This design comes from an exercise in tuning for small area on the open sky130 flow, not from production work. Function was checked by simulation only, so behaviour that the tests miss may differ from the original. Power and IR drop assume default switching activity.

Setup of main:
==> flow/design.v (excerpt) <==
module fsk_tx (
    input  wire        clk,
    input  wire        rst,
    input  wire        bus_en,
    input  wire        bus_we,
    input  wire [3:0]  bus_addr,
    input  wire [15:0] bus_wdata,
    output reg  [15:0] bus_rdata,
    output wire        s_valid,
    input  wire        s_ready,
    output wire [15:0] s_data,
    output wire        s_bit,
    output wire        s_bitstart,
    output wire        s_last,
    output wire        irq
);
    localparam [2:0] PH_IDLE = 3'd0,
                     PH_PRE  = 3'd1,
                     PH_DATA = 3'd2,
                     PH_CRCH = 3'd3,
                     PH_CRCL = 3'd4,
                     PH_POST = 3'd5;
    localparam [3:0] A_CTRL    = 4'h0,
                     A_STATUS  = 4'h1,
                     A_INTEN   = 4'h2,
                     A_PLEN    = 4'h3,
                     A_PADDR   = 4'h4,
                     A_PDATA   = 4'h5,
                     A_CRC     = 4'h6,
                     A_SEQ     = 4'h7,
                     A_BYTEIDX = 4'h8,
                     A_PMAX    = 4'h9;
    localparam [2:0] F_START_BUSY = 3'd1,
                     F_LOCKED     = 3'd2,
                     F_LEN        = 3'd3,
                     F_ADDR       = 3'd4;
    reg [15:0] crc;
    reg [2:0]  phase;
    reg [1:0]  rep;
    reg [8:0]  byteidx;
    reg [3:0]  bitidx;
    reg [4:0]  sampidx;
    reg        done;
    reg        err;
    reg [2:0]  errcode;
    reg        ie_done;
    reg        ie_err;
    reg [15:0] plen;
    reg [15:0] paddr;
    reg [7:0]  pcache;
    reg [7:0]  curbyte;
    function [15:0] crc_update;
        input [15:0] s;
        input [7:0]  b;
  ...
Size in the first run: ~8,900 cells after synthesis, roughly 2,200 flip-flops, ~62 I/O pins, about 76,000 um^2 of cells after synthesis.
export LEC_CHECK = 0
export CAP_MARGIN = 10
export CORE_MARGIN = 2
export CORE_UTILIZATION = 70
export SLEW_MARGIN = 10
create_clock -name core_clock -period 10.0 [get_ports {clk}]
standard.sh (not shown) runs the stock make flow with config.mk's settings and CLKGATE_MAP_FILE= SYNTH_SCRIPT=/design/flow/synth_recipe.tcl, a recipe that flattens the netlist after the stock synthesis.
==> flow/flow/run.sh <==
#!/bin/bash
# The standard layout (standard.sh) with three changes:
#  * ABC maps the logic for area (delay relaxed) instead of for speed: a local
#    copy of ORFS's scripts folder whose abc_speed.script is flow/abc_speed.script.
#    Yosys, dfflibmap and every other synthesis step are unchanged, so the
#    registers keep their names and cell types.
#  * clock tree synthesis: clkbuf_8 buffers, clusters of at most 18 sinks
#    within 60 um, no dummy loads.
#  * every input and output port is still buffered, with buf_2 cells.
# Each tool's output goes to its own log in ORFS's logs folder; make's output
# is in standard_make.log here.
set -euo pipefail
HERE=$(pwd)
rm -rf "$HERE/orfs_scripts"
cp -r "$FLOW_HOME/scripts" "$HERE/orfs_scripts"
cp "$HERE/flow/abc_speed.script" "$HERE/orfs_scripts/abc_speed.script"
export SCRIPTS_DIR="$HERE/orfs_scripts"
export CTS_ARGS="-sink_clustering_enable -repair_clock_nets -sink_clustering_size 18 -sink_clustering_max_diameter 60 -buf_list sky130_fd_sc_hd__clkbuf_8 -dont_use_dummy_load"
export BUFFER_PORTS_ARGS="-inputs -outputs -buffer_cell sky130_fd_sc_hd__buf_2"
bash standard.sh > standard_make.log 2>&1
==> flow/flow/abc_speed.script <==
&get -n
&st
&dch -f
&nf -R 1000 -C 32 -p -F 8
&put
Complete run, failing final checks: main, reason slew limit.
Here is what was changed in the inputs of the feature branch compared with main.
Settings: CAP_MARGIN changed from 10 to 20; SLEW_MARGIN changed from 10 to 60.
Findings:
- In the tables for the feature branch and main, maximum vdd ir drop reads lower with the feature branch.
- When the feature branch is measured against main, its design area turns out 1.6% higher.
- The feature branch reports a lower time the worst path needs with I/O delays and setup than main does.
- The later-pin clock latency in the skew report was comparable across the feature branch and main.
- Looking at transition time of the tightest slew-check pin, the feature branch sits 1.04 ns below main.
- The feature branch reached the end of the flow, and the finished layout is clean on the timing, DRC and antenna checks.

* * *

fsk_tx again, from the RTL that the note above started with.
Settings: LEC_CHECK=0, CAP_MARGIN=20, CORE_MARGIN=2, CORE_UTILIZATION=70, SLEW_MARGIN=40; clock period 10.0 ns.
Scripts as last shown in full above: flow/flow/run.sh, flow/flow/abc_speed.script
==> next run, changes <==
- SLEW_MARGIN: 40 -> 20
Result:
- With this change the flow finished with slew limit left
- die area stays the same
- wire length stays flat
- first-iteration DRC count came out higher by 5.0%
- register-to-register slack got worse by 0.20 ns

-- port drivers added, routing unchanged --
The results above use ideal ports. As a check the final layouts listed here were re-extracted and re-timed, cells and wires unchanged.
Step 1, drivers: a clkbuf_16 drives clk and a buf_2 each remaining input, both assumed.
Step 2 moves the port delays by t, midway between the first and last clock arrival at a register: inputs arrive t later, outputs are due t later. That takes back most of the time a late clock gives input paths.
a / b / c = ideal ports / drivers / drivers and shift; a / b = the first two.
| run | shift t [ns] | setup WS [ns] | hold slack, ns | worst slew at a driven data input, ns | cell pins on the clock port's net |
|---|---|---|---|---|---|
| main | 0.945 | 1.075 / 0.992 / 1.937 | 0.454 / 0.454 / 0.454 | 0.04 | 1 |
| the feature branch | 0.962 | 2.372 / 2.289 / 3.251 | 0.456 / 0.456 / 0.456 | 0.04 | 1 |
| the first run of note 2 | 0.937 | 1.589 / 1.510 / 2.447 | 0.458 / 0.458 / 0.458 | 0.04 | 1 |
| the second run of note 2 | 0.942 | 1.234 / 1.151 / 2.093 | 0.455 / 0.455 / 0.455 | 0.04 | 1 |
